This design comes from an exercise in tuning for a short achievable clock period and few clock cycles on the open sky130 flow, not from production work.
The RTL was checked by simulation tests, not by an equivalence proof against the original design.
Power and IR drop assume default switching activity.

==> flow/design.v <==
module vm16_core (
    input  wire        clk,
    input  wire        rst,
    output reg         mem_valid,
    output reg         mem_we,
    output reg  [14:0] mem_addr,
    output reg  [15:0] mem_wdata,
    input  wire [15:0] mem_rdata,
    input  wire        mem_ready,
    output reg         out_valid,
    output reg  [7:0]  out_byte,
    output reg         retire_valid,
    output reg  [14:0] retire_pc,
    output reg         retire_we,
    output reg  [2:0]  retire_rd,
    output reg  [15:0] retire_wdata,
    output reg         halted,
    output reg         faulted
);
    localparam OP_LUI   = 3'd0;
    localparam OP_AUIPC = 3'd1;
    localparam OP_JALR  = 3'd2;
    localparam OP_BEQ   = 3'd3;
    localparam OP_LW    = 3'd4;
    localparam OP_SW    = 3'd5;
    localparam OP_ADDI  = 3'd6;
    localparam OP_MATH  = 3'd7;
    localparam ALT_ADD  = 3'd0;
    localparam ALT_SUB  = 3'd1;
    localparam ALT_SLL  = 3'd2;
    localparam ALT_SRL  = 3'd3;
    localparam ALT_NAND = 3'd4;
    localparam ALT_AND  = 3'd5;
    localparam ALT_OR   = 3'd6;
    localparam ALT_LT   = 3'd7;
    localparam CW = 4;                  
    localparam CN = 1 << CW;
    localparam TW = 15 - CW;            
    localparam BW = 3;                  
    localparam BN = 1 << BW;
    reg  [15:0] regs [1:7];   
    reg          c_v [0:CN-1];
    reg [TW-1:0] c_t [0:CN-1];
    reg [15:0]   c_d [0:CN-1];
    reg             b_v [0:BN-1];
    reg [14-BW:0]   b_t [0:BN-1];
    reg [14:0]      b_g [0:BN-1];
    reg             b_j [0:BN-1];    
    reg [14:0]      b_b [0:BN-1];    
    reg [6:0]       b_m [0:BN-1];    
    reg  [14:0] fpc;          
    reg         iv;           
    reg  [15:0] ir;
    reg  [14:0] ipc;          
    reg         ipj;          
    reg  [14:0] ipc1;         
    reg  [15:0] ilink;        
    reg         ijs;          
    reg  [14:0] ibase;        
    reg  [6:0]  iim;          
    reg  [12:0] dq;           
    reg  [15:0] ikres;        
    reg  [15:0] a_rd;         
    reg  [15:0] a_r1;
    reg  [15:0] a_r2;
    reg         mvld;         
    reg         m_bus;        
    reg         m_sw;
    reg         m_fault;      
    reg         m_halt;       
    reg  [2:0]  m_rd;
    reg  [14:0] m_ea;
    reg  [14:0] m_pc;
    reg         m_we;         
    reg  [15:0] m_res;        
    reg         m_out;        
    reg  [7:0]  m_outb;       
    reg         bus_m;        
    reg         c_pv;         
    reg  [15:0] c_pd;         
    reg         c_seq;        
    reg         c_cv;         
    reg  [15:0] c_cd;         
    reg         c_stay;       
    wire stop = halted | faulted;
    localparam D_ADD = 0, D_SUB = 1, D_SLL = 2, D_SRL = 3, D_NAND = 4, D_AND = 5,
               D_OR = 6, D_LT = 7, D_ADDI = 8, D_K = 9, D_WE = 10, D_JALR = 11,
               D_AUIPC = 12;
    function [12:0] decode(input [15:0] w);
        reg m;
        begin
            m = (w[2:0] == OP_MATH);
            decode[D_ADD]  = m && w[11:9] == ALT_ADD;
            decode[D_SUB]  = m && w[11:9] == ALT_SUB;
            decode[D_SLL]  = m && w[11:9] == ALT_SLL;
            decode[D_SRL]  = m && w[11:9] == ALT_SRL;
            decode[D_NAND] = m && w[11:9] == ALT_NAND;
            decode[D_AND]  = m && w[11:9] == ALT_AND;
            decode[D_OR]   = m && w[11:9] == ALT_OR;
            decode[D_LT]   = m && w[11:9] == ALT_LT;
            decode[D_ADDI] = (w[2:0] == OP_ADDI);
            decode[D_K]    = (w[2:0] == OP_LUI) || (w[2:0] == OP_JALR);
            decode[D_AUIPC] = (w[2:0] == OP_AUIPC);
            decode[D_WE]   = (w[2:0] != OP_BEQ) && (w[2:0] != OP_LW) && (w[2:0] != OP_SW)
                             && (w[5:3] != 3'd0);
            decode[D_JALR] = (w[2:0] == OP_JALR);
        end
    endfunction
    function [15:0] kres(input [15:0] w, input [15:0] lnk);
        kres = (w[2:0] == OP_LUI) ? {w[15:6], 6'b0} : lnk;
    endfunction
    wire [2:0]  op   = ir[2:0];
    wire [2:0]  rd   = ir[5:3];
    wire [2:0]  r1   = ir[8:6];
    wire [2:0]  alt  = ir[11:9];
    wire [2:0]  r2   = ir[15:13];
    wire [15:0] imu  = {ir[15:6], 6'b0};             
    wire [15:0] im7  = {{9{ir[15]}}, ir[15:9]};      
    wire [15:0] x_rd = a_rd;
    wire [15:0] x_r1 = a_r1;
    wire [15:0] x_r2 = a_r2;
    wire [14:0] pc_inc = ipc1;                       
    wire [15:0] link   = ilink;                      
    wire [15:0] ea     = x_r1 + im7;                 
    wire        ea_one = (x_r1 == (16'd1 - im7));
    wire [15:0] sum  = x_r1 + x_r2;
    wire [15:0] diff = x_r1 - x_r2;
    wire        big  = |x_r2[15:4];
    wire [15:0] shl  = x_r1 << x_r2[3:0];
    wire [15:0] shr  = x_r1 >> x_r2[3:0];
    wire        ltu  = (x_r1 < x_r2);
    wire [15:0] exec_res = ({16{dq[D_ADD]}}  & sum)
                         | ({16{dq[D_SUB]}}  & diff)
                         | ({16{dq[D_SLL] && !big}} & shl)
                         | ({16{dq[D_SRL] && !big}} & shr)
                         | ({16{dq[D_NAND]}} & ~(x_r1 & x_r2))
                         | ({16{dq[D_AND]}}  & (x_r1 & x_r2))
                         | ({16{dq[D_OR]}}   & (x_r1 | x_r2))
                         | {15'd0, dq[D_LT] && ltu}
                         | ({16{dq[D_ADDI]}} & ea)
                         | ({16{dq[D_K]}}    & ikres)
                         | ({16{dq[D_AUIPC]}} & ({1'b0, pc_inc} + imu));
    wire        exec_we  = dq[D_WE];                  
    wire [14:0] br_tgt  = pc_inc + im7[14:0];
    wire        jl_self = ijs;
    wire [14:0] jl_tgt  = (jl_self ? link[14:0] : x_r1[14:0]) + im7[14:0];
    wire        taken   = (x_rd == x_r1);
    wire        is_jalr = (op == OP_JALR);
    wire        is_beq  = (op == OP_BEQ);
    wire [14:0] npc     = is_jalr ? jl_tgt : (is_beq && taken) ? br_tgt : pc_inc;
    wire        jl_ok   = ipj && !jl_self && (x_r1[14:0] == ibase) && (ir[15:9] == iim);
    wire        bt_ok   = ipj && (ir[15:9] == iim);
    wire        redirect = (is_jalr && !jl_ok) || (is_beq && (taken ? !bt_ok : ipj));
    wire is_mem  = (op == OP_LW) || (op == OP_SW);
    wire port_st = (op == OP_SW) && ea_one;
    wire to_m    = is_mem && !port_st;               
    wire rd_used = is_beq;    
    wire r1_used = !(op == OP_LUI || op == OP_AUIPC);
    wire r2_used = (op == OP_MATH);
    wire m_fin   = mvld;                             
    wire m_wr    = mvld && m_bus && !m_sw && (m_rd != 3'd0);
    wire use_ld  = mvld && m_bus && !m_sw && (m_rd != 3'd0) &&
                   ((rd_used && rd == m_rd) || (r1_used && r1 == m_rd) ||
                    (r2_used && r2 == m_rd));
    wire st_ir   = mvld && m_bus && m_sw && (ipc == m_ea);
    wire patch   = st_ir && iv;
    wire ex      = iv && !stop && (!mvld || m_fin) && !use_ld && !st_ir
                   && !(mvld && (m_fault || m_halt));
    wire e_wr    = ex && exec_we;                    
    wire [15:0] sw_data = (m_wr && rd == m_rd) ? mem_rdata : x_rd;
    wire e_fault = ex && to_m && ea[15];
    wire e_bus   = ex && to_m && !ea[15];
    wire [CW-1:0] f_idx  = fpc[CW-1:0];
    wire          c_hit  = ((c_seq && c_pv) || (c_stay && c_cv)) &&
                           !(m_sw && m_ea == fpc);
    wire [15:0]   fw     = !bus_m ? mem_rdata : c_seq ? c_pd : c_cd;   
    wire          f_acc  = !stop && (!iv || ex);             
    wire          got    = f_acc && (bus_m ? c_hit : 1'b1);
    wire          c_fill = !bus_m && mem_valid;
    wire [14:0] fpc_inc = fpc + 15'd1;
    wire [CW-1:0] p_idx = fpc_inc[CW-1:0];
    wire [15:0] fpc_lnk = (fpc == 15'h7FFF) ? 16'd1 : {1'b0, fpc} + 16'd2;
    wire [BW-1:0] b_idx = fpc[BW-1:0];
    wire        f_jmp   = (b_j[b_idx] ? (fw[2:0] == OP_JALR) : (fw[2:0] == OP_BEQ)) &&
                          b_v[b_idx] && (b_t[b_idx] == fpc[14:BW]);
    wire [15:0] nw    = fw;
    wire [2:0]  nw_rd = nw[5:3];
    wire [2:0]  nw_r1 = nw[8:6];
    wire [2:0]  nw_r2 = nw[15:13];
    function [15:0] rf_read(input [2:0] n);
        rf_read = (n == 3'd0) ? 16'd0 : regs[n];
    endfunction
    function [15:0] opnd(input [2:0] n);
        if (e_wr && rd == n)
            opnd = exec_res;
        else if (m_wr && m_rd == n)
            opnd = mem_rdata;
        else
            opnd = rf_read(n);
    endfunction
    reg [14:0] n_fpc;
    always @(*) begin
        if (patch)
            n_fpc = ipc;
        else if (ex && redirect)
            n_fpc = npc;
        else if (got)
            n_fpc = f_jmp ? b_g[b_idx] : fpc_inc;
        else
            n_fpc = fpc;
    end
    wire halt_n  = halted | (m_fin && m_halt && !m_fault);
    wire fault_n = faulted | (m_fin && m_fault);
    integer i;
    always @(posedge clk) begin
      if (mem_ready) begin
        if (m_fin) begin
            retire_pc    <= m_pc;
            retire_we    <= m_we;
            retire_rd    <= m_rd;
            retire_wdata <= (m_bus && !m_sw) ? mem_rdata : m_res;
            out_byte     <= m_outb;
        end
        if (m_wr)
            regs[m_rd] <= mem_rdata;
        if (e_wr)
            regs[rd] <= exec_res;
        if (c_fill) begin
            c_t[f_idx] <= fpc[14:CW];
            c_d[f_idx] <= mem_rdata;
        end
        if (bus_m && m_sw && c_t[m_ea[CW-1:0]] == m_ea[14:CW])
            c_d[m_ea[CW-1:0]] <= mem_wdata;
        c_pd <= c_d[p_idx];
        c_cd <= c_fill ? mem_rdata : c_d[f_idx];
        if (ex) begin
            m_bus   <= to_m && !ea[15];
            m_sw    <= (op == OP_SW);
            m_fault <= to_m && ea[15];
            m_halt  <= is_jalr ? ((jl_self ? link[14:0] : x_r1[14:0]) == -im7[14:0]) :
                       (is_beq && taken) ? (pc_inc == -im7[14:0]) :
                       (ipc == 15'h7FFF);
            m_rd    <= rd;
            m_ea    <= ea[14:0];
            m_pc    <= ipc;
            m_we    <= exec_we || (op == OP_LW && rd != 3'd0);
            m_res   <= exec_res;
            m_out   <= port_st && (sw_data != 16'd0);
            m_outb  <= sw_data[7:0];
            if (to_m)
                mem_wdata <= sw_data;
        end
        if (got) begin
            ir    <= fw;
            ipc   <= fpc;
            ipj   <= f_jmp;
            ipc1  <= fpc_inc;
            ilink <= fpc_lnk;
            ijs   <= (fw[5:3] != 3'd0) && (fw[5:3] == fw[8:6]);
            ibase <= b_b[b_idx];
            iim   <= b_m[b_idx];
            dq    <= decode(fw);
            ikres <= kres(fw, fpc_lnk);
        end
        if (ex && (is_jalr || (is_beq && taken && ir[15]))) begin
            b_t[ipc[BW-1:0]] <= ipc[14:BW];
            b_g[ipc[BW-1:0]] <= is_jalr ? jl_tgt : br_tgt;
            b_j[ipc[BW-1:0]] <= is_jalr;
            b_b[ipc[BW-1:0]] <= x_r1[14:0];
            b_m[ipc[BW-1:0]] <= ir[15:9];
        end
        if (got) begin
            a_rd <= opnd(nw_rd);
            a_r1 <= opnd(nw_r1);
            a_r2 <= opnd(nw_r2);
        end else if (m_wr) begin
            if (rd == m_rd) a_rd <= mem_rdata;
            if (r1 == m_rd) a_r1 <= mem_rdata;
            if (r2 == m_rd) a_r2 <= mem_rdata;
        end
      end
        if (rst) begin
            for (i = 0; i < CN; i = i + 1)
                c_v[i] <= 1'b0;
            for (i = 0; i < BN; i = i + 1)
                b_v[i] <= 1'b0;
            fpc          <= 15'h0010;
            iv           <= 1'b0;
            mvld         <= 1'b0;
            bus_m        <= 1'b0;
            c_pv         <= 1'b0;
            c_cv         <= 1'b0;
            halted       <= 1'b0;
            faulted      <= 1'b0;
            retire_valid <= 1'b0;
            out_valid    <= 1'b0;
            mem_valid    <= 1'b1;
            mem_we       <= 1'b0;
            mem_addr     <= 15'h0010;
        end else if (!mem_ready) begin
            retire_valid <= 1'b0;
            out_valid    <= 1'b0;
        end else begin
            if (c_fill)
                c_v[f_idx] <= 1'b1;
            c_pv  <= c_v[p_idx] && (c_t[p_idx] == fpc_inc[14:CW]) &&
                     !(bus_m && m_sw && m_ea == fpc_inc);
            c_seq <= got && !patch && !(ex && redirect) && !f_jmp;
            c_cv  <= c_fill || (c_v[f_idx] && (c_t[f_idx] == fpc[14:CW]) &&
                                !(bus_m && m_sw && m_ea == fpc));
            c_stay <= !got && !patch && !(ex && redirect);
            if (ex && (is_jalr || (is_beq && taken && ir[15])))
                b_v[ipc[BW-1:0]] <= 1'b1;
            retire_valid <= m_fin && !m_fault;
            out_valid    <= m_fin && m_out;
            halted       <= halt_n;
            faulted      <= fault_n;
            fpc          <= n_fpc;
            if (ex || m_fin)
                mvld <= ex;
            bus_m        <= e_bus;
            if (got)
                iv <= !(ex && redirect);
            else if (ex || patch)
                iv <= 1'b0;
            mem_valid <= e_bus || !(halt_n || fault_n);
            if (e_bus) begin
                mem_we   <= (op == OP_SW);
                mem_addr <= ea[14:0];
            end else begin
                mem_we   <= 1'b0;
                mem_addr <= n_fpc;
            end
        end
    end
endmodule
==> flow/flow/run.sh <==
#!/bin/bash
set -euo pipefail
bash standard.sh SETUP_SLACK_MARGIN=7.0 \
    "BUFFER_PORTS_ARGS=-buffer_cell sky130_fd_sc_hd__buf_4" \
    finish > standard_flow.log 2>&1
==> flow/standard.sh <==
#!/bin/bash
# synth_recipe.tcl (not shown) runs the flow's synth.tcl, then flattens the netlist and writes it again
# the make line also repeats each setting of config.mk as NAME=value (left out here)
make -C /OpenROAD-flow-scripts/flow DESIGN_CONFIG=/design/flow/config.mk WORK_HOME=/design/flow/orfs CLKGATE_MAP_FILE= SYNTH_SCRIPT=/design/flow/synth_recipe.tcl "${@:-finish}"
==> flow/config.mk <==
export PLATFORM = sky130hd
export DESIGN_NAME = vm16_core
export DESIGN_NICKNAME = vm16_core
export VERILOG_FILES = /design/flow/design.v
export SDC_FILE = /design/flow/constraint.sdc
export NUM_CORES = 4
export LEC_CHECK = 0
export ABC_CLOCK_PERIOD_IN_PS = 2500
export CAP_MARGIN = 20
export CORE_MARGIN = 2
export CORE_UTILIZATION = 40
export SLEW_MARGIN = 20
==> flow/constraint.sdc <==
create_clock -name core_clock -period 10.0 [get_ports {clk}]
set_input_delay 2.0000 -clock core_clock [delete_from_list [all_inputs] [get_ports {clk}]]
set_output_delay 2.0000 -clock core_clock [all_outputs]
set_load 0.01 [all_outputs]
==> results of run 1 <==
==> path summary, 6_finish.rpt <==
kind	endpoint	slack, ns	cells past startpoint
worst max register to register	c_d[11][12]	6.10	13
worst max-delay path	c_d[11][12]	6.10	13
worst min-delay path	retire_pc[0]	0.41	0
worst min register to register	retire_pc[0]	0.41	0
==> worst max-delay path: cells and delay by family (launching register included) <==
kind	cells	cell delay, ns
AND/OR/NAND/NOR	4	1.02
buffers and inverters	5	0.84
flip-flops	1	0.38
AO/OA/AOI/OAI	1	0.19
multiplexers	2	1.00
XOR/XNOR	1	0.16
==> cells by family (layout without fill, tap and decap cells) <==
logic type,Yosys count,count (layout)
AO/OA/AOI/OAI,870,886
XOR/XNOR,255,255
buffers and inverters,514,1433
multiplexers,587,588
adder cells (fa/ha/maj),115,115
other,0,6
AND/OR/NAND/NOR,1559,1565
flip-flops,1351,1351
==> cells in the mapped netlist, drive strengths merged, types with 16 or more instances <==
library cell,number
nor4,36
nor2,381
a31oi,90
o21bai,16
nor3,53
mux4,406
dfxtp,73
a311oi,49
nand4,47
and3,41
nand3,146
a211oi,27
clkbuf,270
o211ai,27
a221oi,19
a21oi,197
buf,113
edfxtp,1278
nor2b,19
o21ai,218
a21o,18
inv,126
xor2,84
ha,109
xnor2,171
or3,18
o31ai,18
o221ai,22
nand2,708
mux2i,95
o22ai,25
mux2,86
nand2b,41
==> report_power, final <==
group / leakage [nW] / total [mW] / switching (mW) / internal, mW
registers: 12.2 / 6.66 / 0.177 / 6.48
logic: 18.0 / 4.56 / 2.63 / 1.94
clock network: 2.43 / 5.74 / 2.49 / 3.25
total: 32.6 / 17.0 / 5.29 / 11.7
==> repair_timing <==
item,4_1_cts,5_1_grt
setup buffers,494,187
resized for setup,1096,491
endpoints found under the setup margin,2005,1680
pin swaps,188,213
cloned,137,23
==> final cells by class <==
cell class	instances	area (um2)
Inverter	131	744
Timing Repair Buffer	1025	14100
Fill cell	13200	76100
Tap cell	2310	2890
Timing Repair inverter	4	28.8
Multi-Input combinational cell	3409	33000
Antenna cell	6	15.0
Sequential cell	1351	39900
Clock inverter	103	1230
Clock buffer	170	3810
==> registers in the layout (all words and copies together) (netlist names), 56 cells and up, named ones only <==
register and cells:
regs 112, b_m 56, c_t 176, b_g 120, c_d 256, b_t 96
b_b 120
==> cells in the final DEF (no fill, tap or decap), drive strengths merged, types with 49 or more instances in the layout <==
cell type	n
edfxtp	1278
buf	982
nand2	709
mux4	406
nor2	381
o21ai	230
a21oi	197
clkbuf	189
xnor2	171
nand3	146
inv	113
ha	109
mux2i	95
a31oi	90
mux2	87
xor2	84
clkinv	74
dfxtp	73
nor3	54
a311oi	49
==> metal layers <==
layer  vias up  global-route usage  wire [um]
met5         -             0.00778        424
met4        18               0.205      24500
met3      1274               0.101      39300
met2      4486               0.474     129000
met1     27800               0.391      99500
li1      22000                   -          -
==> through the flow <==
stage          cell area [um2]  cells  power [mW]  hold WS, ns
6_report                 95800   8509        17.0        0.414
5_1_grt                  95800   8503        17.3        0.425
4_1_cts                  91400   8292        16.4        0.419
3_5_place_dp             73700   7388        9.68        0.405
3_3_place_gp             73700   7388        9.66        0.401
2_1_floorplan            71200   5251        8.70        0.400
==> results.txt, run 1 <==
Antenna-violating nets left - 0
CP arrival - 4.45 ns
Post-Synth Adder-Cell Area - 0.0214
Synth Net Count - 5,385
Drt wl/cell - 34.3 um
CTS root buf - clkbuf_16
Number of global-route vias before repair - 52,300
Crit share post-route - 0.390
Worst hold path type - flip-flop to flip-flop
Final setup fails - 0
Number of I/O port buffers - 98
Leakage power - 32.6 nW
Worst Path Max Fanout - 7
Syn_area_per_cell - 13.2 um2
Hold Vio Cnt, Final - 0
Pre-Repair DR Iteration Count - 13
EDFF count, synth - 1,278
Crit-path max cell delay - 0.50 ns
Vias/cell - 6.54
Status - complete, no violations
Layout Area Growth over Synthesis - 38.3%
Slowest-stage cell, CP - mux4_2
Hold Buf Count CTS - 0
Clock sinks - 1,351
Initial antenna violation count - 8
Worst Setup Path Type - flip-flop to flip-flop
Grt total ovfl - 0
Die height - 420 um
Worst setup margin - 6.10 ns
Nets - 6,204
Slew margin rel. - 0.0610
Num CTS Buffers - 148
Mapped cell area - 0.0693 mm2
Crit end category - flip-flop
Max-slew violation count - 0
Die width - 420 um
Post-synth top area share - 0.554
Clock Latency Late Sink - 0.88 ns
Synth Area in Simple Gates - 0.0994
Routability cong. - 0.950
Unrepaired setup endpoints after global routing - yes
Place WS - 4.18 ns
Main combinational cell family by area after synthesis - multiplexers
Starting density of the core - 0.403
First-pass GRT wire length - 393,000 um
Maximum VDD drop - 0.229 mV
Post-synthesis mux area share - 0.160
Post-synth top area cell - edfxtp_1
DRC viols - 0
Post-Route Skew - 0.0813 ns
Clock transition at path regs - 0.06 ns
Seq cells post-synth - 1,351
DRT iter0 DRCs - 9,011
Final core occ - 0.557
CTS Buffer Depth - 3
Setup TNS - 0 ns
Netlist cell types - 91
Share of the yosys chip area belonging to registers - 0.575
Xor/xnor cell area share of the yosys netlist - 0.0322
Asr flop ratio synth - 0
Max Fclk - 257 MHz
Largest net degree at the start of global routing - 59
Syn Inst Count - 5,251
H-tree depth - 4
GRT Resource Usage Total - 0.315
Worst Setup Start Kind - flip-flop
TritonCTS clock tree - built
Core area - 0.172 mm2
Minimum clock period - 3.90 ns
Warnings, synthesis - 1
Top cells by area, synth - edfxtp_1, mux4_2, nand2_1
Synth Flop Type - edfxtp_1
DP HPWL - 148,000 um
Layout cells sized above 1 - 0.412
Num ports - 99
Die Area - 0.177 mm2
Final wirelength - 292,000 um
Num rows - 152
Data required time of the worst path - 10.55 ns
Compound-Gate Fraction of Synth Area - 0.0822
MaxCap Viol Count - 0
Crit-path cells - buf_12 > buf_16 > mux4_2 > mux4_2 > xnor2_2 > nand4_1 > nor3_4 > buf_12 > buf_4 > nand3_1 > o21a_4 > nor2_4 > clkbuf_16
Min-delay src - m_pc[0]
Slew at the pin with the worst max-slew slack - 1.40 ns
Vias - 55,600
Pwr Density - 177 mW/mm2
Testbench counts, summed over its fixed seeds: cycles 29,667.
==> run 2: changes to the inputs <==
--- a/flow/design.v
+++ b/flow/design.v
@@ -82,7 +82,27 @@
     reg         c_cv;         
     reg  [15:0] c_cd;         
     reg         c_stay;       
+    reg         ps_v;         
+    reg  [CW-1:0] ps_i;       
+    reg  [15:0] ps_d;         
     wire stop = halted | faulted;
+    function [16:0] add16(input [15:0] a, input [15:0] b, input c);
+        reg [15:0] g, p, gg, pp;
+        integer i, d;
+        begin
+            g = a & b;
+            p = a ^ b;
+            gg = g;
+            pp = p;
+            gg[0] = g[0] | (p[0] & c);
+            for (d = 1; d < 16; d = d * 2)
+                for (i = 15; i >= d; i = i - 1) begin
+                    gg[i] = gg[i] | (pp[i] & gg[i-d]);
+                    pp[i] = pp[i] & pp[i-d];
+                end
+            add16 = {gg[15], p ^ {gg[14:0], c}};
+        end
+    endfunction
     localparam D_ADD = 0, D_SUB = 1, D_SLL = 2, D_SRL = 3, D_NAND = 4, D_AND = 5,
                D_OR = 6, D_LT = 7, D_ADDI = 8, D_K = 9, D_WE = 10, D_JALR = 11,
                D_AUIPC = 12;
@@ -121,14 +141,17 @@
     wire [15:0] x_r2 = a_r2;
     wire [14:0] pc_inc = ipc1;                       
     wire [15:0] link   = ilink;                      
-    wire [15:0] ea     = x_r1 + im7;                 
+    wire [16:0] ea_c   = add16(x_r1, im7, 1'b0);
+    wire [15:0] ea     = ea_c[15:0];                 
     wire        ea_one = (x_r1 == (16'd1 - im7));
-    wire [15:0] sum  = x_r1 + x_r2;
-    wire [15:0] diff = x_r1 - x_r2;
+    wire [16:0] sum_c  = add16(x_r1, x_r2, 1'b0);
+    wire [16:0] diff_c = add16(x_r1, ~x_r2, 1'b1);
+    wire [15:0] sum  = sum_c[15:0];
+    wire [15:0] diff = diff_c[15:0];
     wire        big  = |x_r2[15:4];
     wire [15:0] shl  = x_r1 << x_r2[3:0];
     wire [15:0] shr  = x_r1 >> x_r2[3:0];
-    wire        ltu  = (x_r1 < x_r2);
+    wire        ltu  = !diff_c[16];                  
     wire [15:0] exec_res = ({16{dq[D_ADD]}}  & sum)
                          | ({16{dq[D_SUB]}}  & diff)
                          | ({16{dq[D_SLL] && !big}} & shl)
@@ -141,9 +164,11 @@
                          | ({16{dq[D_K]}}    & ikres)
                          | ({16{dq[D_AUIPC]}} & ({1'b0, pc_inc} + imu));
     wire        exec_we  = dq[D_WE];                  
-    wire [14:0] br_tgt  = pc_inc + im7[14:0];
+    wire [16:0] br_c    = add16({1'b0, pc_inc}, im7, 1'b0);
+    wire [14:0] br_tgt  = br_c[14:0];
     wire        jl_self = ijs;
-    wire [14:0] jl_tgt  = (jl_self ? link[14:0] : x_r1[14:0]) + im7[14:0];
+    wire [16:0] jl_c    = add16(jl_self ? link : x_r1, im7, 1'b0);
+    wire [14:0] jl_tgt  = jl_c[14:0];
     wire        taken   = (x_rd == x_r1);
     wire        is_jalr = (op == OP_JALR);
     wire        is_beq  = (op == OP_BEQ);
@@ -225,14 +250,17 @@
             regs[m_rd] <= mem_rdata;
         if (e_wr)
             regs[rd] <= exec_res;
+        if (ps_v)
+            c_d[ps_i] <= ps_d;
         if (c_fill) begin
             c_t[f_idx] <= fpc[14:CW];
             c_d[f_idx] <= mem_rdata;
         end
-        if (bus_m && m_sw && c_t[m_ea[CW-1:0]] == m_ea[14:CW])
-            c_d[m_ea[CW-1:0]] <= mem_wdata;
-        c_pd <= c_d[p_idx];
-        c_cd <= c_fill ? mem_rdata : c_d[f_idx];
+        ps_v <= bus_m && m_sw && (c_t[m_ea[CW-1:0]] == m_ea[14:CW]);
+        ps_i <= m_ea[CW-1:0];
+        ps_d <= mem_wdata;
+        c_pd <= (ps_v && ps_i == p_idx) ? ps_d : c_d[p_idx];
+        c_cd <= c_fill ? mem_rdata : (ps_v && ps_i == f_idx) ? ps_d : c_d[f_idx];
         if (ex) begin
             m_bus   <= to_m && !ea[15];
             m_sw    <= (op == OP_SW);
@@ -288,6 +316,7 @@
             iv           <= 1'b0;
             mvld         <= 1'b0;
             bus_m        <= 1'b0;
+            ps_v         <= 1'b0;
             c_pv         <= 1'b0;
             c_cv         <= 1'b0;
             halted       <= 1'b0;
==> results.txt, run 2 <==
Combinational Power Share - 0.284
Biggest regs - c_d: 256 flops, c_t: 176 flops
Syn_area_per_cell - 14.0 um2
Top cells by area, synth - edfxtp_1, mux4_2, mux2_2
Clock transition at path regs - 0.06 ns
Data required time of the worst path - 10.70 ns
Most frequent cell after synthesis - edfxtp_1
Setup TNS - 0 ns
Seq cells post-synth - 1,355
CP startpoint - mem_rdata[2]
R2r setup slk - 6.22 ns
Most flops, register - c_d
Grt total ovfl - 0
Layout Area Growth over Synthesis - 37.8%
Slew at the pin with the worst max-slew slack - 1.26 ns
Num CTS Buffers - 149
Num ports - 99
Routability cong. - 0.977
Reg2Reg Capture Point - a_r2[14]
Vias - 57,000
Placed instance count - 7,402
Warnings, synthesis - 1
Pwr Density - 169 mW/mm2
Minimum clock period - 3.85 ns
Min-delay src - m_pc[10]
Pre-Repair DR Iteration Count - 12
CTS root buf - clkbuf_16
Most instantiated cells after synthesis - edfxtp_1, mux4_2, mux2_2
Final wirelength - 310,000 um
Core area - 0.181 mm2
Fillers - 13,700
Syn Inst Count - 5,229
Max reg flops - 256
Crit share post-route - 0.385
Most frequent cells in the layout - edfxtp_1, mux4_2, buf_4, nand2_1
Mapped cell area - 0.0730 mm2
Register-to-Register Path Depth - 13
CTS Buffer Depth - 3
Synth Flop Type - edfxtp_1
Layout cells sized above 1 - 0.463
Crit end category - flip-flop
Vias/cell - 6.65
Total net switching power - 5.37 mW
Hold Buf Count CTS - 0
MaxCap Viol Count - 0
Max Fclk - 260 MHz
Sw Ratio - 0.315
Number of I/O port buffers - 98
EDFF count, synth - 1,281
Netlist cell types - 104
Drt wl/cell - 36.2 um
Worst Setup Path Type - input pin to flip-flop
First-pass GRT wire length - 414,000 um
Antenna-violating nets left - 0
Initial antenna violation count - 15
Worst Setup Start Kind - input pin
Share of the yosys chip area belonging to registers - 0.547
Clock sinks - 1,355
GRT Resource Usage Total - 0.314
Largest net degree at the start of global routing - 67
Post-synth top area share - 0.527
Num rows - 156
Die height - 431 um
Slew margin rel. - 0.152
Clock Latency Late Sink - 0.83 ns
DRC viols - 0
Int Pwr - 11.7 mW
Final setup fails - 0
Layout Cells excl Fill - 8,565
Launch point of the worst reg-to-reg path - ir[10]
Unrepaired setup endpoints after global routing - yes
Worst hold path type - flip-flop to flip-flop
Starting density of the core - 0.403
Die Area - 0.186 mm2
Nets - 6,211
Maximum VDD drop - 0.173 mV
Leakage power - 35.1 nW
DP HPWL - 160,000 um
CP arrival - 4.55 ns
Number of global-route vias before repair - 52,900
Commonest non-fill, non-tap cell in the layout - edfxtp_1
TritonCTS clock tree - built
Sequential power share - 0.394
Status - complete, no violations
Hold Vio Cnt, Final - 0
Worst Path Max Fanout - 5
Asr flop ratio synth - 0
Post-synth top area cell - edfxtp_1
Post-Route Skew - 0.0464 ns
H-tree depth - 4
Hold path depth - 0
Max-slew violation count - 0
Worst hold path endpoint - retire_pc[10]
Synth Net Count - 5,363
DRT iter0 DRCs - 9,150
Die width - 431 um
Clk network pwr share - 0.323
## run 2: cell count changes after synthesis, moves of 30 or more
cell and change:
mux4_2 +45, xnor2_1 -30, a211oi_1 +39, a31oi_1 -41, nand3_1 -92, a21oi_1 +38
nand2_1 -334, o21ai_0 -70, a311oi_1 -42, xor2_1 +36, mux2i_1 +54, mux2_2 +327
## run 2: kinds of logic after synthesis
family / Yosys count / synth area share
xor+xnor: 261 / 0.0313
mux: 1019 / 0.225
buf+inv: 554 / 0.0304
simple gates: 1096 / 0.0695
compound gates: 829 / 0.0758
flops: 1355 / 0.547
fa+ha+maj: 115 / 0.0203
## run 2: power groups by stage
stage | registers (mW) | logic [mW] | clock network, mW
detailed placement | 6.90 | 3.02 | 0
CTS | 6.69 | 4.26 | 5.51
finish | 6.70 | 4.83 | 5.49
floorplan | 6.73 | 2.13 | 0
global placement | 6.89 | 3.00 | 0
global route | 6.70 | 4.93 | 5.74
## run 2: worst max path at each step
stage                              end  slack [ns]  depth (start not counted)
final                           fpc[4]        6.15                         13
after global routing      mem_addr[13]        6.15                         13
after CTS                  regs[5][13]        6.28                         11
after detailed placement      a_r2[13]        4.72                         10
after global placement        a_r2[11]        4.75                         10
after floorplan                  dq[0]        5.61                          4
## run 2: critical path, cell delays in order
cell	delay (ns)
buf_16	0.12
nor2_4	0.07
a21o_1	0.18
inv_2	0.08
or3b_4	0.42
a2111o_1	0.34
buf_6	0.14
buf_6	0.11
and4b_2	0.38
nand3_2	0.11
a31oi_2	0.23
a2111oi_2	0.11
a211o_1	0.24
## run 2: final cells by class
| cell class | instances | area (um2) | area share |
|---|---|---|---|
| antenna | 3 | 7.51 | 0.0000747 |
| clock buffer | 190 | 3930 | 0.0391 |
| clock inverter | 76 | 779 | 0.00775 |
| inverter | 135 | 664 | 0.00661 |
| multi-input combinational | 3336 | 36200 | 0.360 |
| sequential | 1355 | 40000 | 0.398 |
| tap | 2370 | 2970 | 0.0295 |
| timing repair buffer | 1098 | 16000 | 0.159 |
| timing repair inverter | 2 | 17.5 | 0.000174 |
## run 2: timing repair
item	4_1_cts	5_1_grt
endpoints found under the setup margin	2022	1629
buffers inserted	542	181
cloned	130	40
pin swaps	214	197
resized for setup	1275	482
## run 2: layer usage
metal / up-vias / track usage / share of wire / wire length, um
met1: 28800 / 0.418 / 0.36 / 111000
met5: - / 0 / 0.00039 / 120
li1: 22300 / - / - / -
met4: 18 / 0.192 / 0.082 / 25400
met3: 1131 / 0.0805 / 0.13 / 40100
met2: 4729 / 0.460 / 0.43 / 133000
## run 2: metrics by stage
stage               area [um2]  setup WS [ns]  hold slack [ns]  power [mW]  utilization
floorplan                74400           5.61            0.400        8.86            -
global placement         76900           4.75            0.404        9.89        0.425
detailed placement       77100           4.72            0.405        9.92        0.426
CTS                      96000           6.28            0.418        16.4        0.531
global route            101000           6.15            0.425        17.4        0.556
finish                  101000           6.15            0.416        17.0        0.556
Testbench counts of run 2, summed over its fixed seeds: cycles 29,667.
==> run 3: changes to the inputs <==
--- a/flow/design.v
+++ b/flow/design.v
@@ -76,6 +76,9 @@
     reg         m_out;        
     reg  [7:0]  m_outb;       
     reg         bus_m;        
+    reg  [15:0] m_wd;         
+    reg         hs;           
+    reg         fs;           
     reg         c_pv;         
     reg  [15:0] c_pd;         
     reg         c_seq;        
@@ -85,7 +88,7 @@
     reg         ps_v;         
     reg  [CW-1:0] ps_i;       
     reg  [15:0] ps_d;         
-    wire stop = halted | faulted;
+    wire stop = hs | fs;
     function [16:0] add16(input [15:0] a, input [15:0] b, input c);
         reg [15:0] g, p, gg, pp;
         integer i, d;
@@ -234,18 +237,17 @@
         else
             n_fpc = fpc;
     end
-    wire halt_n  = halted | (m_fin && m_halt && !m_fault);
-    wire fault_n = faulted | (m_fin && m_fault);
+    wire halt_n  = hs | (m_fin && m_halt && !m_fault);
+    wire fault_n = fs | (m_fin && m_fault);
     integer i;
     always @(posedge clk) begin
+        retire_pc    <= m_pc;
+        retire_we    <= m_we;
+        retire_rd    <= m_rd;
+        retire_wdata <= (m_bus && !m_sw) ? mem_rdata : m_res;
+        out_byte     <= m_outb;
+        mem_wdata    <= (mem_ready && ex && to_m) ? sw_data : m_wd;
       if (mem_ready) begin
-        if (m_fin) begin
-            retire_pc    <= m_pc;
-            retire_we    <= m_we;
-            retire_rd    <= m_rd;
-            retire_wdata <= (m_bus && !m_sw) ? mem_rdata : m_res;
-            out_byte     <= m_outb;
-        end
         if (m_wr)
             regs[m_rd] <= mem_rdata;
         if (e_wr)
@@ -258,7 +260,7 @@
         end
         ps_v <= bus_m && m_sw && (c_t[m_ea[CW-1:0]] == m_ea[14:CW]);
         ps_i <= m_ea[CW-1:0];
-        ps_d <= mem_wdata;
+        ps_d <= m_wd;
         c_pd <= (ps_v && ps_i == p_idx) ? ps_d : c_d[p_idx];
         c_cd <= c_fill ? mem_rdata : (ps_v && ps_i == f_idx) ? ps_d : c_d[f_idx];
         if (ex) begin
@@ -276,7 +278,7 @@
             m_out   <= port_st && (sw_data != 16'd0);
             m_outb  <= sw_data[7:0];
             if (to_m)
-                mem_wdata <= sw_data;
+                m_wd <= sw_data;
         end
         if (got) begin
             ir    <= fw;
@@ -321,6 +323,8 @@
             c_cv         <= 1'b0;
             halted       <= 1'b0;
             faulted      <= 1'b0;
+            hs           <= 1'b0;
+            fs           <= 1'b0;
             retire_valid <= 1'b0;
             out_valid    <= 1'b0;
             mem_valid    <= 1'b1;
@@ -329,6 +333,11 @@
         end else if (!mem_ready) begin
             retire_valid <= 1'b0;
             out_valid    <= 1'b0;
+            halted       <= hs;
+            faulted      <= fs;
+            mem_valid    <= bus_m || !stop;
+            mem_we       <= bus_m && m_sw;
+            mem_addr     <= bus_m ? m_ea : fpc;
         end else begin
             if (c_fill)
                 c_v[f_idx] <= 1'b1;
@@ -344,6 +353,8 @@
             out_valid    <= m_fin && m_out;
             halted       <= halt_n;
             faulted      <= fault_n;
+            hs           <= halt_n;
+            fs           <= fault_n;
             fpc          <= n_fpc;
             if (ex || m_fin)
                 mvld <= ex;
==> results.txt, run 3 <==
Maximum VDD drop - 0.207 mV
Post-synth top area share - 0.511
DP HPWL - 161,000 um
Die Area - 0.185 mm2
First-pass GRT wire length - 408,000 um
Largest net degree at the start of global routing - 55
Max reg flops - 256
Worst Path Max Fanout - 6
Num CTS Buffers - 156
Slowest-stage cell, CP - edfxtp_1
Die height - 430 um
Netlist cell types - 93
Nets - 6,238
Clock sinks - 1,371
Starting density of the core - 0.402
Final core occ - 0.558
Unrepaired setup endpoints after global routing - yes
Worst hold path type - flip-flop to flip-flop
CTS Buffer Depth - 3
Post-synth top area cell - edfxtp_1
Place WS - 4.36 ns
Number of I/O port buffers - 98
Hold path depth - 0
Drt wl/cell - 36.0 um
H-tree depth - 4
Mapped cell area - 0.0727 mm2
CP arrival - 4.59 ns
Data required time of the worst path - 10.62 ns
Launch point of the worst reg-to-reg path - a_r2[1]
GRT Resource Usage Total - 0.308
Top cells by area, synth - edfxtp_1, mux4_2, mux2_2
Layout Area Growth over Synthesis - 38.7%
TritonCTS clock tree - built
Status - complete, no violations
Commonest non-fill, non-tap cell in the layout - edfxtp_1
Vias/cell - 6.65
Warnings, synthesis - 1
Most flops, register - c_d
Worst Setup Start Kind - flip-flop
Synth Flop Type - edfxtp_1
Slew margin rel. - 0.165
Final setup fails - 0
Placed instance area - 0.0773 mm2
Crit-path cells - buf_12 > clkinvlp_4 > buf_6 > buf_6 > buf_6 > fa_2 > nor2b_2 > o21ai_2 > a21boi_2 > o211ai_1 > nand2_2 > a31oi_4 > a211oi_2 > o221ai_1 > a221o_2 > buf_12 > a221o_1
Routability cong. - 0.951
Clock transition at path regs - 0.07 ns
Crit end category - flip-flop
Buf/Inv on CP - 6
Hold Vio Cnt, Final - 0
Seq cells post-synth - 1,371
Leakage power - 35.5 nW
DRC viols - 0
Crit-path max cell delay - 0.45 ns
Placed instance count - 7,461
Worst setup margin - 6.03 ns
Asr flop ratio synth - 0
Syn Inst Count - 5,295
MaxCap Viol Count - 0
CTS root buf - clkbuf_16
Final wirelength - 310,000 um
Synth Net Count - 5,429
Layout cells sized above 1 - 0.467
Pre-Repair DR Iteration Count - 7
Most frequent cells in the layout - edfxtp_1, mux4_2, nand2_1, buf_4, buf_6
Number of global-route vias before repair - 52,900
Setup TNS - 0 ns
Core area - 0.181 mm2
Num ports - 99
Slew at the pin with the worst max-slew slack - 1.25 ns
Antenna-violating nets left - 0
Minimum clock period - 3.97 ns
EDFF count, synth - 1,238
Max-slew violation count - 0
Grt total ovfl - 0
Initial antenna violation count - 12
Reg2Reg Capture Point - a_r1[14]
Layout Cells excl Fill - 8,605
Hold Buf Count CTS - 0
Biggest regs - c_d: 256 flops, c_t: 176 flops
Crit path top cell by count - buf_6
Clock Latency Late Sink - 0.87 ns
Max Fclk - 252 MHz
Vias - 57,300
Pwr Density - 173 mW/mm2
Min-delay src - m_we
Post-Route Skew - 0.0650 ns
Fillers - 13,800
Most frequent cell after synthesis - edfxtp_1
Crit path max-delay family - compound AO/OA/AOI/OAI gates
Crit share post-route - 0.397
Register-to-Register Path Depth - 17
Die width - 430 um
Fin area - 0.101 mm2
Syn_area_per_cell - 13.7 um2
Worst Setup Path Type - flip-flop to flip-flop
Most instantiated cells after synthesis - edfxtp_1, nand2_1, mux4_2
Share of the yosys chip area belonging to registers - 0.548
Worst hold path endpoint - retire_we
R2r setup slk - 6.03 ns
Num rows - 156
DRT iter0 DRCs - 9,295
## run 3: per-layer routing
metal / GRT usage / part of all wire / vias to the layer above
li1: - / - / 22400
met1: 0.405 / 0.35 / 28900
met2: 0.467 / 0.44 / 4703
met3: 0.0765 / 0.12 / 1300
met4: 0.174 / 0.083 / 14
met5: 0 / 0.00032 / -
## run 3: cell type report
cell class                      count  area [um2]  share of cell area
Multi-Input combinational cell   3389       36200               0.359
Timing Repair inverter              5        42.5            0.000422
Antenna cell                        4        10.0           0.0000992
Inverter                          123         581             0.00576
Tap cell                         2370        2970              0.0294
Clock inverter                     97        1300              0.0129
Timing Repair Buffer             1058       15700               0.155
Clock buffer                      188        4120              0.0408
Sequential cell                  1371       40000               0.397
## run 3: cell families (layout without fill, tap and decap cells)
family                     after synthesis  after routing  synth area share
AOI/OAI and AO/OA                      843            850            0.0757
adders and majority gates              115            115            0.0204
xor gates and xnor gates               264            264            0.0318
buffers and inverters                  555           1471            0.0295
and+or+nand+nor                       1135           1148            0.0704
muxes                                 1012           1012             0.224
other                                    0              4                 0
DFF                                   1371           1371             0.548
## run 3: how the worst max path moves through the flow
| stage | from | depth (start not counted) | slack (ns) | endpoint |
|---|---|---|---|---|
| 3_3_place_gp | mem_ready | 6 | 4.42 | b_b[4][13] |
| 3_5_place_dp | mem_ready | 6 | 4.36 | b_b[4][13] |
| 5_1_grt | a_r2[1] | 17 | 5.96 | a_r2[14] |
| 4_1_cts | a_r2[1] | 16 | 6.18 | a_r2[13] |
| 2_1_floorplan | mem_ready | 5 | 5.48 | b_b[2][0] |
| 6_report | a_r2[1] | 17 | 6.03 | a_r1[14] |
## run 3: stage by stage
| stage | hold WS [ns] | total power, mW |
|---|---|---|
| 4_1_cts | 0.336 | 16.9 |
| 3_3_place_gp | 0.329 | 9.82 |
| 2_1_floorplan | 0.323 | 8.82 |
| 3_5_place_dp | 0.327 | 9.83 |
| 6_report | 0.337 | 17.4 |
| 5_1_grt | 0.351 | 17.8 |
## run 3: repair_timing
action,in CTS,in global routing
buffers inserted,485,169
setup endpoints to repair,2009,1781
gates resized for setup,1160,615
pin swaps,200,211
cloned,128,73
## run 3: report_power, final
| group | switching [mW] | leakage, nW | internal, mW | total, mW |
|---|---|---|---|---|
| combinational | 2.58 | 20.4 | 2.01 | 4.60 |
| clock | 2.61 | 2.63 | 3.49 | 6.10 |
| sequential | 0.197 | 12.4 | 6.54 | 6.74 |
| total | 5.39 | 35.5 | 12.0 | 17.4 |
Testbench counts of run 3, summed over its fixed seeds: cycles 29,667.
==> run 4: changes to the inputs <==
--- a/flow/design.v
+++ b/flow/design.v
@@ -209,8 +209,10 @@
     wire [CW-1:0] p_idx = fpc_inc[CW-1:0];
     wire [15:0] fpc_lnk = (fpc == 15'h7FFF) ? 16'd1 : {1'b0, fpc} + 16'd2;
     wire [BW-1:0] b_idx = fpc[BW-1:0];
-    wire        f_jmp   = (b_j[b_idx] ? (fw[2:0] == OP_JALR) : (fw[2:0] == OP_BEQ)) &&
-                          b_v[b_idx] && (b_t[b_idx] == fpc[14:BW]);
+    wire        b_hit   = b_v[b_idx] && (b_t[b_idx] == fpc[14:BW]);
+    wire [2:0]  b_op    = b_j[b_idx] ? OP_JALR : OP_BEQ;
+    wire [14:0] b_tg    = b_g[b_idx];
+    wire        f_jmp   = b_hit && (fw[2:0] == b_op);
     wire [15:0] nw    = fw;
     wire [2:0]  nw_rd = nw[5:3];
     wire [2:0]  nw_r1 = nw[8:6];
@@ -226,17 +228,19 @@
         else
             opnd = rf_read(n);
     endfunction
-    reg [14:0] n_fpc;
+    wire        f_take = got && !patch && !(ex && redirect);
+    reg [14:0] s_fpc;
     always @(*) begin
         if (patch)
-            n_fpc = ipc;
+            s_fpc = ipc;
         else if (ex && redirect)
-            n_fpc = npc;
+            s_fpc = npc;
         else if (got)
-            n_fpc = f_jmp ? b_g[b_idx] : fpc_inc;
+            s_fpc = fpc_inc;
         else
-            n_fpc = fpc;
+            s_fpc = fpc;
     end
+    wire [14:0] n_fpc = (f_take && f_jmp) ? b_tg : s_fpc;
     wire halt_n  = hs | (m_fin && m_halt && !m_fault);
     wire fault_n = fs | (m_fin && m_fault);
     integer i;
@@ -364,13 +368,8 @@
             else if (ex || patch)
                 iv <= 1'b0;
             mem_valid <= e_bus || !(halt_n || fault_n);
-            if (e_bus) begin
-                mem_we   <= (op == OP_SW);
-                mem_addr <= ea[14:0];
-            end else begin
-                mem_we   <= 1'b0;
-                mem_addr <= n_fpc;
-            end
+            mem_we   <= e_bus && (op == OP_SW);
+            mem_addr <= (f_take && f_jmp && !e_bus) ? b_tg : e_bus ? ea[14:0] : s_fpc;
         end
     end
 endmodule
==> results.txt, run 4 <==
Crit-path max cell delay - 0.62 ns
Syn_area_per_cell - 13.7 um2
Worst setup margin - 6.23 ns
CP arrival - 4.38 ns
Sw Ratio - 0.315
Biggest regs - c_d: 256 flops, c_t: 176 flops
Launch point of the worst reg-to-reg path - a_r1[6]
Leakage power - 36.0 nW
Grt total ovfl - 0
CTS root buf - clkbuf_16
DP HPWL - 168,000 um
Crit end category - flip-flop
Share of the yosys chip area belonging to registers - 0.543
Status - complete, no violations
Crit share post-route - 0.377
Num CTS Buffers - 150
Num rows - 157
CP startpoint - a_r1[6]
MaxCap Viol Count - 0
Worst Setup Path Type - flip-flop to flip-flop
TritonCTS clock tree - built
Largest net degree at the start of global routing - 63
Post-Synth Adder-Cell Area - 0.0202
Worst Path Max Fanout - 7
Combinational Power Share - 0.288
Layout Area Growth over Synthesis - 39.7%
Int Pwr - 12.1 mW
Final setup fails - 0
R2r setup slk - 6.23 ns
Total power - 17.7 mW
Worst Setup Start Kind - flip-flop
Post-Route Skew - 0.0815 ns
Number of global-route vias before repair - 55,300
Core area - 0.183 mm2
Synth Net Count - 5,488
Layout cells sized above 1 - 0.486
Max-slew violation count - 0
Post-synth top area cell - edfxtp_1
Num ports - 99
Setup TNS - 0 ns
Pwr Density - 173 mW/mm2
Most instantiated cells after synthesis - edfxtp_1, mux4_2, nand2_1
Main combinational cell family by area after synthesis - multiplexers
Drt wl/cell - 38.2 um
Starting density of the core - 0.402
Die height - 432 um
Total net switching power - 5.58 mW
Clk network pwr share - 0.332
Most frequent cells in the layout - edfxtp_1, mux4_2, buf_4, nand2_1, nor2_1
Data required time of the worst path - 10.61 ns
Hold Buf Count CTS - 0
Max reg flops - 256
Final wirelength - 334,000 um
Hold Vio Cnt, Final - 0
Max Fclk - 265 MHz
Top cells by area, synth - edfxtp_1, mux4_2, mux2_2
Die width - 432 um
Asr flop ratio synth - 0
Worst hold path type - flip-flop to flip-flop
Syn Inst Count - 5,354
Commonest non-fill, non-tap cell in the layout - edfxtp_1
GRT Resource Usage Total - 0.337
DRC viols - 0
Vias/cell - 6.79
Compound-Gate Fraction of Synth Area - 0.0782
Initial antenna violation count - 18
Slew margin rel. - 0.151
Post-synth top area share - 0.507
Unrepaired setup endpoints after global routing - yes
First-pass GRT wire length - 440,000 um
Clock Latency Late Sink - 0.86 ns
Slowest-stage cell, CP - a2111o_1
CTS Buffer Depth - 3
DRT iter0 DRCs - 10,300
Antenna-violating nets left - 0
Vias - 59,400
Most frequent cell after synthesis - edfxtp_1
Die Area - 0.187 mm2
Place WS - 4.17 ns
Fillers - 13,800
Warnings, synthesis - 1
Netlist cell types - 94
EDFF count, synth - 1,238
Slew at the pin with the worst max-slew slack - 1.24 ns
Mapped cell area - 0.0734 mm2
Post-synthesis mux area share - 0.223
Routability cong. - 0.979
Synth Area in Simple Gates - 0.0736
Sequential power share - 0.381
Minimum clock period - 3.77 ns
H-tree depth - 4
Min-delay src - m_pc[8]
Xor/xnor cell area share of the yosys netlist - 0.0308
Maximum VDD drop - 0.173 mV
Buf/Inv on CP - 3
Pre-Repair DR Iteration Count - 8
Number of I/O port buffers - 98
Clock transition at path regs - 0.06 ns
Clock sinks - 1,371
Most flops, register - c_d
Area of the multi-input gates - 0.0376 mm2
Seq cells post-synth - 1,371
Register area - 0.0400 mm2
Crit path max-delay family - compound AO/OA/AOI/OAI gates
Synth Flop Type - edfxtp_1
Nets - 6,353
Crit-path cells - buf_12 > buf_4 > ha_1 > or2_2 > a21oi_2 > o31ai_1 > a21oi_2 > xnor2_4 > buf_4 > a2111o_1 > mux2_4
-- run 4: cell types whose count changed in the layout (fill, tap and decap cells not counted), moves of 17 or more --
cell       delta
buf_4       +112
clkbuf_16    -43
ha_1         -23
mux2_4       -22
o21ai_1      +43
bufbuf_16    +17
nand2_4      +26
mux4_2       +19
nand2_1      -60
o21ai_0      -43
ha_4         +18
-- run 4: per-layer routing --
metal / wire (um) / GRT usage / share of wire / vias up
met5: 419 / 0.00130 / 0.0013 / -
met1: 116000 / 0.427 / 0.35 / 29900
li1: - / - / - / 22800
met3: 48400 / 0.123 / 0.14 / 1552
met4: 29300 / 0.214 / 0.088 / 22
met2: 140000 / 0.488 / 0.42 / 5144
-- run 4: repair_timing --
item,4_1_cts,5_1_grt
cloned,152,28
setup buffers,548,197
endpoints found under the setup margin,2035,1522
pin swaps,241,234
resized for setup,1311,478
-- run 4: final timing paths --
path	end	cells after the start
setup reg to reg	regs[1][13]	11
hold reg to reg	retire_pc[8]	0
setup / recovery	regs[1][13]	11
hold / removal	retire_pc[8]	0
-- run 4: final cells by class --
class                   instances  area share
inverters                     133     0.00711
diodes                         14    0.000342
well taps                    2385      0.0291
repair inverters                8     0.00112
multi-input cells            3423       0.367
repair buffers               1132       0.155
clock inverters                74      0.0101
clock buffers                 202      0.0399
flip-flops and latches       1371       0.390
-- run 4: cells by family after synthesis --
family	Yosys count
compound gates	857
buf+inv	575
fa+ha+maj	115
mux	1000
xor+xnor	258
flops	1371
simple gates	1178
-- run 4: stage by stage --
step / cell area [um2] / utilization / std cells / hold slack (ns)
2_1_floorplan: 76300 / - / 5354 / 0.323
3_3_place_gp: 78200 / 0.428 / 7526 / 0.328
3_5_place_dp: 78200 / 0.428 / 7526 / 0.327
4_1_cts: 98100 / 0.537 / 8502 / 0.341
5_1_grt: 103000 / 0.561 / 8730 / 0.351
6_report: 103000 / 0.561 / 8742 / 0.331
-- run 4: power by group through the flow --
stage	combinational [mW]	sequential (mW)	clock, mW
floorplan	2.19	6.77	0
global placement	3.09	6.90	0
detailed placement	3.10	6.91	0
CTS	4.40	6.72	5.88
global route	5.16	6.74	6.11
finish	5.09	6.74	5.87
-- run 4: worst register-to-register path: cells and delay by family (launching register included) --
family / cells / cell delay [ns]
fa+ha+maj: 1 / 0.40
compound gates: 4 / 1.23
flops: 1 / 0.45
mux: 1 / 0.35
buf+inv: 3 / 0.62
xor+xnor: 1 / 0.15
simple gates: 1 / 0.34
Testbench counts of run 4, summed over its fixed seeds: cycles 29,667.

-- what the ideal ports hide --
No port has a modelled driver above. Below, the same layouts with a new extraction and two added sets of constraints.
Step 1, drivers: a clkbuf_16 drives clk and a buf_2 each remaining input, both assumed.
Step 2 moves the port delays by t, midway between the first and last clock arrival at a register: inputs arrive t later, outputs are due t later. That takes back most of the time a late clock gives input paths.
Slacks: ideal ports / drivers / drivers and shift; pairs: ideal ports / drivers.
| run | shift t [ns] | setup WS [ns] | worst setup path after step 2 |
|---|---|---|---|
| run 1 | 0.922 | 6.102 / 6.102 / 5.264 | input to register |
| run 2 | 0.899 | 6.150 / 6.105 / 5.206 | input to register |
| run 3 | 0.928 | 6.028 / 6.028 / 5.188 | input to register |
| run 4 | 0.915 | 6.229 / 6.229 / 5.424 | input to register |
After both steps setup and hold are still met in every run listed. For run 2, which loses most, drivers alone change the setup slack by -0.045 ns; drivers and shift together by -0.944 ns.
